This is an optimization exercise on Yosys and OpenROAD, whose aim is small area, a short achievable clock period and few clock cycles, not a production implementation.
At most, simulation tests tie the RTL to the original design; equivalence was not proved.
Power is estimated from default activity; no workload was simulated.

v26:
==> flow/design.v <==
module npk_preview (
    input  wire        clk,
    input  wire        rst,
    input  wire        start,
    input  wire [2:0]  start_frames,     
    input  wire [16:0] start_out,        
    output wire        ready,
    input  wire        ld_valid,
    input  wire [7:0]  ld_data,
    output wire        ld_ready,
    output wire        out_valid,
    output wire [7:0]  out_data,
    input  wire        out_ready,
    output wire        done
);
    reg        ready_q, idle_n;      
    reg        done_q;
    reg        load_r;               
    reg        emit_r;               
    reg        ldr_q, ldr_n;         
    reg [2:0]  frames;
    reg [16:0] outn;                 
    reg [5:0]  lcnt;                 
    reg [5:0]  pos;                  
    wire idle    = ~idle_n;
    wire ldr     = ~ldr_n;
    wire take    = ldr & ld_valid;
    wire go      = idle & start;
    wire lastld  = (lcnt[3:0] == 4'hf) & (lcnt[5:4] == frames[1:0] - 2'd1);
    wire out0    = &outn;            
    wire ldend   = take & lastld;
    wire lhead   = (lcnt[5:1] == 5'd0);      
    wire pwrap   = (pos == 6'd61);
    wire [5:0] pos1 = pwrap ? 6'd0 : pos + 6'd1;
    reg [7:0]  ring [0:61];
    integer k;
    always @(posedge clk) begin
        ring[0] <= ldr ? ld_data : ring[61];
        for (k = 1; k < 62; k = k + 1)
            ring[k] <= ring[k-1];
    end
    reg [7:0] tap;
    always @(*) begin
        case (pos[5:3])
            3'd0: tap = ring[7];
            3'd1: tap = ring[15];
            3'd2: tap = ring[23];
            3'd3: tap = ring[31];
            3'd4: tap = ring[39];
            3'd5: tap = ring[47];
            3'd6: tap = ring[55];
            default: tap = ring[61];
        endcase
    end
    wire attap = (pos[2:0] == 3'b111) | pwrap;
    reg [17:0] e;                    
    reg [7:0]  jj;                   
    reg [1:0]  ahead;                
    reg [7:0]  bb0, bb1;             
    wire       fpar   = jj[1] ^ ahead[0];    
    wire       eneg   = e[17];
    wire       jfst   = (jj[4:0] == 5'd0);
    wire       jend   = jfst & (jj[7:5] == frames);
    wire       have   = (ahead != 2'd0);
    reg        ov_q, ovn;            
    reg [4:0]  od;
    wire oready   = ovn | out_ready;                 
    wire emit_pre = emit_r & eneg & (have | jfst) & ~jend;
    wire settle   = emit_r & ~eneg & (~jj[0] | have);
    wire [12:0] xh   = e[17:5] + {10'd0, frames};
    wire [17:0] x    = {xh, e[4:0]};
    wire        xge  = ~xh[12];
    wire [7:0]  s    = load_r ? {frames, 5'd0} : (eneg ? x[7:0] : e[7:0]);
    wire [17:0] y    = {10'd0, s} + {1'b1, outn} + 18'd1;
    wire [17:0] e_em = xge ? y : x;                  
    wire [17:0] e_st = (settle | load_r) ? y : e;    
    wire        fetch = emit_r & attap & (ahead != 2'd2);
    wire [7:0] cb   = jj[1] ? bb1 : bb0;
    wire [3:0] nib  = jj[0] ? cb[3:0] : cb[7:4];
    wire [4:0] val  = jfst ? 5'b01111 : {nib, 1'b0};
    wire jinc_st = settle;
    wire jinc_em = emit_pre & xge;
    wire [7:0] jj1 = jj + 8'd1;
    wire [1:0] ah_f = ahead + {1'b0, fetch};
    wire [1:0] ah_fb = ah_f - 2'd1;
    always @(posedge clk) begin
        if (idle) begin
            frames <= start_frames;
            outn   <= ~start_out;
        end
        if (idle) begin
            lcnt <= 6'd0;
            pos  <= 6'd0;
        end else if (load_r) begin
            lcnt <= lcnt + {5'd0, take};
            if (ldend)
                pos <= lcnt - 6'd2;      
            else if (!take && !lhead)
                pos <= pos1;
        end else if (!fetch) begin
            pos <= pos1;
        end
        if (load_r) begin
            jj    <= 8'd0;
            ahead <= 2'd2;
            if (take & lhead & ~lcnt[0]) bb0 <= ld_data;
            if (take & lhead &  lcnt[0]) bb1 <= ld_data;
        end else begin
            if (jinc_st | (jinc_em & oready)) jj <= jj1;
            ahead <= ((jinc_st | (jinc_em & oready)) & jj[0]) ? ah_fb : ah_f;
            if (fetch) begin
                if (fpar) bb1 <= tap; else bb0 <= tap;
            end
        end
        e <= (emit_pre & oready) ? e_em : e_st;
        if (ldend & load_r)
            od <= 5'b01111;
        else if (oready)
            od <= val;
        if (rst) begin
            ready_q <= 1'b1;
            idle_n  <= 1'b0;
            done_q  <= 1'b0;
            load_r  <= 1'b0;
            emit_r  <= 1'b0;
            ldr_q   <= 1'b0;
            ldr_n   <= 1'b1;
            ov_q    <= 1'b0;
            ovn     <= 1'b1;
        end else begin
            if (ldend & load_r) begin
                ov_q <= ~out0;
                ovn  <= out0;
            end else if (oready) begin
                ov_q <= emit_pre;
                ovn  <= ~emit_pre;
            end
            if (go) begin
                ready_q <= 1'b0;
                idle_n  <= 1'b1;
                done_q  <= (start_frames == 3'd0);
                load_r  <= (start_frames != 3'd0);
                ldr_q   <= (start_frames != 3'd0);
                ldr_n   <= (start_frames == 3'd0);
                emit_r  <= 1'b0;
            end else if (load_r) begin
                if (ldend) begin
                    load_r <= 1'b0;
                    ldr_q  <= 1'b0;
                    ldr_n  <= 1'b1;
                    emit_r <= ~out0;
                    done_q <= out0;
                end else begin
                    ldr_q <=   lhead | (ldr ? take : pwrap);
                    ldr_n <= ~(lhead | (ldr ? take : pwrap));
                end
            end else if (emit_r) begin
                if (jend & oready) begin
                    emit_r <= 1'b0;
                    done_q <= 1'b1;
                end
            end else if (idle_n) begin
                ready_q <= 1'b1;
                idle_n  <= 1'b0;
                done_q  <= 1'b0;
            end
        end
    end
    assign ready     = ready_q;
    assign done      = done_q;
    assign ld_ready  = ldr_q;
    assign out_valid = ov_q;
    assign out_data  = {od, 3'b000};
endmodule
Settings: LEC_CHECK=0, CAP_MARGIN=20, CORE_MARGIN=2, CORE_UTILIZATION=40, SLEW_MARGIN=20; clock period 10.0 ns.
standard.sh (not shown) runs the stock make flow with config.mk's settings and CLKGATE_MAP_FILE= SYNTH_SCRIPT=/design/flow/synth_recipe.tcl, a recipe that flattens the netlist after the stock synthesis.
==> flow/flow/run.sh <==
#!/bin/bash
# Layout flow: the standard ORFS flow (the standard.sh) with tighter
# timing-repair targets, plain buffers on the ports and a leaner clock tree.
export SETUP_SLACK_MARGIN=7
export BUFFER_PORTS_ARGS="-buffer_cell sky130_fd_sc_hd__buf_2"
export CTS_ARGS="-sink_clustering_enable -repair_clock_nets -dont_use_dummy_load -sink_clustering_size 25 -sink_clustering_max_diameter 100 -buf_list {sky130_fd_sc_hd__clkbuf_16}"
bash standard.sh > standard.log 2>&1
### v26 -> v17
diff --git a/flow/design.v b/flow/design.v
--- a/flow/design.v
+++ b/flow/design.v
@@ -28,32 +28,16 @@
     wire go      = idle & start;
     wire lastld  = (lcnt[3:0] == 4'hf) & (lcnt[5:4] == frames[1:0] - 2'd1);
     wire out0    = &outn;            
     wire ldend   = take & lastld;
-    wire lhead   = (lcnt[5:1] == 5'd0);      
-    wire pwrap   = (pos == 6'd61);
-    wire [5:0] pos1 = pwrap ? 6'd0 : pos + 6'd1;
-    reg [7:0]  ring [0:61];
+    reg [7:0]  ring [0:63];
     integer k;
     always @(posedge clk) begin
-        ring[0] <= ldr ? ld_data : ring[61];
-        for (k = 1; k < 62; k = k + 1)
+        ring[0] <= ldr ? ld_data : ring[63];
+        for (k = 1; k < 64; k = k + 1)
             ring[k] <= ring[k-1];
     end
-    reg [7:0] tap;
-    always @(*) begin
-        case (pos[5:3])
-            3'd0: tap = ring[7];
-            3'd1: tap = ring[15];
-            3'd2: tap = ring[23];
-            3'd3: tap = ring[31];
-            3'd4: tap = ring[39];
-            3'd5: tap = ring[47];
-            3'd6: tap = ring[55];
-            default: tap = ring[61];
-        endcase
-    end
-    wire attap = (pos[2:0] == 3'b111) | pwrap;
+    wire [7:0] tap = ring[{pos[5:3], 3'b111}];
     reg [17:0] e;                    
     reg [7:0]  jj;                   
     reg [1:0]  ahead;                
     reg [7:0]  bb0, bb1;             
@@ -73,9 +57,9 @@
     wire [7:0]  s    = load_r ? {frames, 5'd0} : (eneg ? x[7:0] : e[7:0]);
     wire [17:0] y    = {10'd0, s} + {1'b1, outn} + 18'd1;
     wire [17:0] e_em = xge ? y : x;                  
     wire [17:0] e_st = (settle | load_r) ? y : e;    
-    wire        fetch = emit_r & attap & (ahead != 2'd2);
+    wire        fetch = emit_r & (pos[2:0] == 3'b111) & (ahead != 2'd2);
     wire [7:0] cb   = jj[1] ? bb1 : bb0;
     wire [3:0] nib  = jj[0] ? cb[3:0] : cb[7:4];
     wire [4:0] val  = jfst ? 5'b01111 : {nib, 1'b0};
     wire jinc_st = settle;
@@ -93,19 +77,17 @@
             pos  <= 6'd0;
         end else if (load_r) begin
             lcnt <= lcnt + {5'd0, take};
             if (ldend)
-                pos <= lcnt - 6'd2;      
-            else if (!take && !lhead)
-                pos <= pos1;
+                pos <= lcnt;             
+            else if (!take)
+                pos <= pos + 6'd1;
         end else if (!fetch) begin
-            pos <= pos1;
+            pos <= pos + 6'd1;
         end
         if (load_r) begin
             jj    <= 8'd0;
-            ahead <= 2'd2;
-            if (take & lhead & ~lcnt[0]) bb0 <= ld_data;
-            if (take & lhead &  lcnt[0]) bb1 <= ld_data;
+            ahead <= 2'd0;
         end else begin
             if (jinc_st | (jinc_em & oready)) jj <= jj1;
             ahead <= ((jinc_st | (jinc_em & oready)) & jj[0]) ? ah_fb : ah_f;
             if (fetch) begin
@@ -150,10 +132,10 @@
                     ldr_n  <= 1'b1;
                     emit_r <= ~out0;
                     done_q <= out0;
                 end else begin
-                    ldr_q <=   lhead | (ldr ? take : pwrap);
-                    ldr_n <= ~(lhead | (ldr ? take : pwrap));
+                    ldr_q <= ldr ? take : (pos == 6'd63);
+                    ldr_n <= ldr ? ~take : (pos != 6'd63);
                 end
             end else if (emit_r) begin
                 if (jend & oready) begin
                     emit_r <= 1'b0;
[summary]
Status | v17 and v26 | clean. Diff v26 -> v17: average vias per placed instance -0.041; total number of vias -232; full die area held steady; flip-flop and latch count increased 16. On first-pass GRT wire length: v17 sits below v26.
Testbench counts of v17, summed over its fixed seeds: cycles 40,390.
No functional check of the RTL was part of v26.

---

== v6 ==
Another version of the RTL of npk_preview (not shown whole).
Size in the first run: about 1000 cells after synthesis, about 600 flip-flops, about 45 I/O pins, about 15000 um2 of cells after synthesis.
==> module npk_preview, before the edit <==
module npk_preview (
    input  wire        clk,
    input  wire        rst,
    input  wire        start,
    input  wire [2:0]  start_frames,     
    input  wire [16:0] start_out,        
    output wire        ready,
    input  wire        ld_valid,
    input  wire [7:0]  ld_data,
    output wire        ld_ready,
    output wire        out_valid,
    output wire [7:0]  out_data,
    input  wire        out_ready,
    output wire        done
);
    reg        ready_q, idle_n;      
    reg        done_q;
    reg        load_r;               
    reg        emit_r;               
    reg        ldr_q, ldr_n;         
    reg [2:0]  frames;
    reg [16:0] outn;                 
    reg [5:0]  lcnt;                 
    reg [5:0]  pos;                  
    wire idle    = ~idle_n;
    wire ldr     = ~ldr_n;
    wire take    = ldr & ld_valid;
    wire go      = idle & start;
    wire lastld  = (lcnt[3:0] == 4'hf) & (lcnt[5:4] == frames[1:0] - 2'd1);
    wire out0    = &outn;            
    wire ldend   = take & lastld;
    reg [7:0]  ring [0:63];
    integer k;
    always @(posedge clk) begin
        ring[0] <= ldr ? ld_data : ring[63];
        for (k = 1; k < 64; k = k + 1)
            ring[k] <= ring[k-1];
    end
    wire [7:0] tap = ring[{pos[5:4], 4'b1111}];
    reg [17:0] e;                    
    reg [7:0]  jj;                   
    reg [1:0]  ahead;                
    reg        fpar;                 
    reg [7:0]  bb0, bb1;             
    wire       eneg   = e[17];
    wire       jfst   = (jj[4:0] == 5'd0);
    wire       jend   = jfst & (jj[7:5] == frames);
    wire       have   = (ahead != 2'd0);
    reg        ov_q, ovn;            
    reg [4:0]  od;
    wire oready   = ovn | out_ready;                 
    wire emit_pre = emit_r & eneg & (have | jfst) & ~jend;
    wire settle   = emit_r & ~eneg & (~jj[0] | have);
    wire [12:0] xh   = e[17:5] + {10'd0, frames};
    wire [17:0] x    = {xh, e[4:0]};
    wire        xge  = ~xh[12];
    wire [7:0]  s    = load_r ? {frames, 5'd0} : (eneg ? x[7:0] : e[7:0]);
    wire [17:0] y    = {10'd0, s} + {1'b1, outn} + 18'd1;
    wire [17:0] e_em = xge ? y : x;                  
    wire [17:0] e_st = (settle | load_r) ? y : e;    
    wire        fetch = emit_r & (pos[3:0] == 4'b1111) & (ahead != 2'd2);
    wire [7:0] cb   = jj[1] ? bb1 : bb0;
    wire [3:0] nib  = jj[0] ? cb[3:0] : cb[7:4];
    wire [4:0] val  = jfst ? 5'b01111 : {nib, 1'b0};
    wire jinc_st = settle;
    wire jinc_em = emit_pre & xge;
    wire [7:0] jj1 = jj + 8'd1;
    wire [1:0] ah_f = ahead + {1'b0, fetch};
    wire [1:0] ah_fb = ah_f - 2'd1;
    always @(posedge clk) begin
        if (idle) begin
            frames <= start_frames;
            outn   <= ~start_out;
        end
        if (idle) begin
            lcnt <= 6'd0;
            pos  <= 6'd0;
        end else if (load_r) begin
            lcnt <= lcnt + {5'd0, take};
            if (ldend)
                pos <= lcnt;             
            else if (!take)
                pos <= pos + 6'd1;
        end else if (!fetch) begin
            pos <= pos + 6'd1;
        end
        if (load_r) begin
            jj    <= 8'd0;
            ahead <= 2'd0;
            fpar  <= 1'b0;
        end else begin
            if (jinc_st | (jinc_em & oready)) jj <= jj1;
            ahead <= ((jinc_st | (jinc_em & oready)) & jj[0]) ? ah_fb : ah_f;
            if (fetch) begin
                fpar <= ~fpar;
                if (fpar) bb1 <= tap; else bb0 <= tap;
            end
        end
        e <= (emit_pre & oready) ? e_em : e_st;
        if (ldend & load_r)
            od <= 5'b01111;
        else if (oready)
            od <= val;
        if (rst) begin
            ready_q <= 1'b1;
            idle_n  <= 1'b0;
            done_q  <= 1'b0;
            load_r  <= 1'b0;
            emit_r  <= 1'b0;
            ldr_q   <= 1'b0;
            ldr_n   <= 1'b1;
            ov_q    <= 1'b0;
            ovn     <= 1'b1;
        end else begin
            if (ldend & load_r) begin
                ov_q <= ~out0;
                ovn  <= out0;
            end else if (oready) begin
                ov_q <= emit_pre;
                ovn  <= ~emit_pre;
            end
            if (go) begin
                ready_q <= 1'b0;
                idle_n  <= 1'b1;
                done_q  <= (start_frames == 3'd0);
                load_r  <= (start_frames != 3'd0);
                ldr_q   <= (start_frames != 3'd0);
                ldr_n   <= (start_frames == 3'd0);
                emit_r  <= 1'b0;
            end else if (load_r) begin
                if (ldend) begin
                    load_r <= 1'b0;
                    ldr_q  <= 1'b0;
                    ldr_n  <= 1'b1;
                    emit_r <= ~out0;
                    done_q <= out0;
                end else begin
                    ldr_q <= ldr ? take : (pos == 6'd63);
                    ldr_n <= ldr ? ~take : (pos != 6'd63);
                end
            end else if (emit_r) begin
                if (jend & oready) begin
                    emit_r <= 1'b0;
                    done_q <= 1'b1;
                end
            end else if (idle_n) begin
                ready_q <= 1'b1;
                idle_n  <= 1'b0;
                done_q  <= 1'b0;
            end
        end
    end
    assign ready     = ready_q;
    assign done      = done_q;
    assign ld_ready  = ldr_q;
    assign out_valid = ov_q;
    assign out_data  = {od, 3'b000};
endmodule
==> flow/config.mk <==
export PLATFORM = sky130hd
export DESIGN_NAME = npk_preview
export DESIGN_NICKNAME = npk_preview
export VERILOG_FILES = /design/flow/design.v
export SDC_FILE = /design/flow/constraint.sdc
export NUM_CORES = 4
export LEC_CHECK = 0
export CAP_MARGIN = 20
export CORE_MARGIN = 2
export CORE_UTILIZATION = 40
export SLEW_MARGIN = 20
==> flow/constraint.sdc <==
create_clock -name core_clock -period 10.0 [get_ports {clk}]
set_input_delay 2.0000 -clock core_clock [delete_from_list [all_inputs] [get_ports {clk}]]
set_output_delay 2.0000 -clock core_clock [all_outputs]
set_load 0.01 [all_outputs]
Scripts as last shown in full above: flow/flow/run.sh
Changes in v7 relative to v6:
==> flow/design.v <==
module npk_preview (
    input  wire        clk,
    input  wire        rst,
    input  wire        start,
    input  wire [2:0]  start_frames,     
    input  wire [16:0] start_out,        
    output wire        ready,
    input  wire        ld_valid,
    input  wire [7:0]  ld_data,
    output wire        ld_ready,
    output wire        out_valid,
    output wire [7:0]  out_data,
    input  wire        out_ready,
    output wire        done
);
    reg        ready_q, idle_n;      
    reg        done_q;
    reg        load_r;               
    reg        emit_r;               
    reg        ldr_q, ldr_n;         
    reg [2:0]  frames;
    reg [16:0] outn;                 
    reg [5:0]  lcnt;                 
    reg [5:0]  pos;                  
    wire idle    = ~idle_n;
    wire ldr     = ~ldr_n;
    wire take    = ldr & ld_valid;
    wire go      = idle & start;
    wire lastld  = (lcnt[3:0] == 4'hf) & (lcnt[5:4] == frames[1:0] - 2'd1);
    wire out0    = &outn;            
    wire ldend   = take & lastld;
    reg [7:0]  ring [0:63];
    integer k;
    always @(posedge clk) begin
        ring[0] <= ldr ? ld_data : ring[63];
        for (k = 1; k < 64; k = k + 1)
            ring[k] <= ring[k-1];
    end
    wire [7:0] tap = ring[{pos[5:3], 3'b111}];
    reg [17:0] e;                    
    reg [7:0]  jj;                   
    reg [1:0]  ahead;                
    reg        fpar;                 
    reg [7:0]  bb0, bb1;             
    wire       eneg   = e[17];
    wire       jfst   = (jj[4:0] == 5'd0);
    wire       jend   = jfst & (jj[7:5] == frames);
    wire       have   = (ahead != 2'd0);
    reg        ov_q, ovn;            
    reg [4:0]  od;
    reg        sv;
    reg [4:0]  sd;
    wire ofree    = ovn | out_ready;                 
    wire emit     = emit_r & eneg & (have | jfst) & ~jend & ~sv;
    wire settle   = emit_r & ~eneg & (~jj[0] | have);
    wire [3:0]  x3   = {1'b0, e[7:5]} + {1'b0, frames};
    wire        xge  = (&e[17:8]) & x3[3];
    wire [9:0]  xu   = e[17:8] + {9'd0, x3[3]};
    wire [17:0] x    = {xu, x3[2:0], e[4:0]};
    wire [2:0]  s3   = load_r ? frames : (eneg ? x3[2:0] : e[7:5]);
    wire [7:0]  s    = {s3, (load_r ? 5'd0 : e[4:0])};
    wire [17:0] y    = {10'd0, s} + {1'b1, outn} + 18'd1;
    wire        fetch = emit_r & (pos[2:0] == 3'b111) & (ahead != 2'd2);
    wire [7:0] cb   = jj[1] ? bb1 : bb0;
    wire [3:0] nib  = jj[0] ? cb[3:0] : cb[7:4];
    wire [4:0] val  = jfst ? 5'b01111 : {nib, 1'b0};
    wire jinc = settle | (emit & xge);
    wire [7:0] jj1 = jj + 8'd1;
    wire [1:0] ah_f = ahead + {1'b0, fetch};
    wire [1:0] ah_fb = ah_f - 2'd1;
    always @(posedge clk) begin
        if (idle) begin
            frames <= start_frames;
            outn   <= ~start_out;
        end
        if (idle) begin
            lcnt <= 6'd0;
            pos  <= 6'd0;
        end else if (load_r) begin
            lcnt <= lcnt + {5'd0, take};
            if (ldend)
                pos <= lcnt;             
            else if (!take)
                pos <= pos + 6'd1;
        end else if (!fetch) begin
            pos <= pos + 6'd1;
        end
        if (load_r) begin
            jj    <= 8'd0;
            ahead <= 2'd0;
            fpar  <= 1'b0;
        end else begin
            if (jinc) jj <= jj1;
            ahead <= (jinc & jj[0]) ? ah_fb : ah_f;
            if (fetch) begin
                fpar <= ~fpar;
                if (fpar) bb1 <= tap; else bb0 <= tap;
            end
        end
        if (load_r | settle | (emit & xge))
            e <= y;
        else if (emit)
            e <= x;
        if (ldend & load_r)
            od <= 5'b01111;
        else if (ofree)
            od <= sv ? sd : val;
        if (~ofree & emit)
            sd <= val;
        if (rst) begin
            ready_q <= 1'b1;
            idle_n  <= 1'b0;
            done_q  <= 1'b0;
            load_r  <= 1'b0;
            emit_r  <= 1'b0;
            ldr_q   <= 1'b0;
            ldr_n   <= 1'b1;
            ov_q    <= 1'b0;
            ovn     <= 1'b1;
            sv      <= 1'b0;
        end else begin
            if (ldend & load_r) begin
                ov_q <= ~out0;
                ovn  <= out0;
            end else if (ofree) begin
                ov_q <= sv | emit;
                ovn  <= ~(sv | emit);
            end
            if (ofree)
                sv <= 1'b0;
            else if (emit)
                sv <= 1'b1;
            if (go) begin
                ready_q <= 1'b0;
                idle_n  <= 1'b1;
                done_q  <= (start_frames == 3'd0);
                load_r  <= (start_frames != 3'd0);
                ldr_q   <= (start_frames != 3'd0);
                ldr_n   <= (start_frames == 3'd0);
                emit_r  <= 1'b0;
            end else if (load_r) begin
                if (ldend) begin
                    load_r <= 1'b0;
                    ldr_q  <= 1'b0;
                    ldr_n  <= 1'b1;
                    emit_r <= ~out0;
                    done_q <= out0;
                end else begin
                    ldr_q <= ldr ? take : (pos == 6'd63);
                    ldr_n <= ldr ? ~take : (pos != 6'd63);
                end
            end else if (emit_r) begin
                if (jend & ~sv & ofree) begin
                    emit_r <= 1'b0;
                    done_q <= 1'b1;
                end
            end else if (idle_n) begin
                ready_q <= 1'b1;
                idle_n  <= 1'b0;
                done_q  <= 1'b0;
            end
        end
    end
    assign ready     = ready_q;
    assign done      = done_q;
    assign ld_ready  = ldr_q;
    assign out_valid = ov_q;
    assign out_data  = {od, 3'b000};
endmodule
### Flow results
Of v6 and v7, the lower cell count belongs to v6.
The maximum clock frequency on v6 is in line with that on v7.
When v7 is set beside v6, its synthesized cell area turns out to be 4.7% larger.
Comparing multi-input gate share of the layout cell area for v6 and v7, the bigger number came from v7.
On final period utilization, v6 and v7 are basically level.
Going from v6 to v7, the via count was found to have gone up by 587.
Leakage power of the design: v7 higher than v6
Flip-flop and latch area, v7 vs v6: up slightly
v7 vs v6 — synthesized area per cell dropped by a few percent
No functional check of the RTL was part of any run of this note.

-- port drivers added, routing unchanged --
No port has a modelled driver above. Below, the same layouts with a new extraction and two added sets of constraints. Step 1 assumes that a clkbuf_16 drives the clock port and a buf_2 every other input. Step 2 moves the port delays by t, midway between the first and last clock arrival at a register: inputs arrive t later, outputs are due t later. That takes back most of the time a late clock gives input paths. Three values: ideal, step 1, step 2; two values: the first two.
run | shift t [ns] | setup WS [ns] | hold WS [ns] | worst register clock-pin slew, ns
v26 | 0.606 | 6.909 / 6.857 / 6.535 | 0.263 / 0.263 / 0.263 | 0.09 / 0.09
v17 | 0.591 | 7.012 / 6.966 / 6.481 | 0.281 / 0.281 / 0.281 | 0.10 / 0.10
v6 | 0.591 | 6.975 / 6.926 / 6.436 | 0.292 / 0.292 / 0.292 | 0.10 / 0.10
v7 | 0.605 | 6.971 / 6.921 / 6.607 | 0.277 / 0.277 / 0.277 | 0.10 / 0.10
After both steps setup and hold are still met in every run listed. For v6, which loses most, drivers alone change the setup slack by -0.049 ns; drivers and shift together by -0.539 ns.
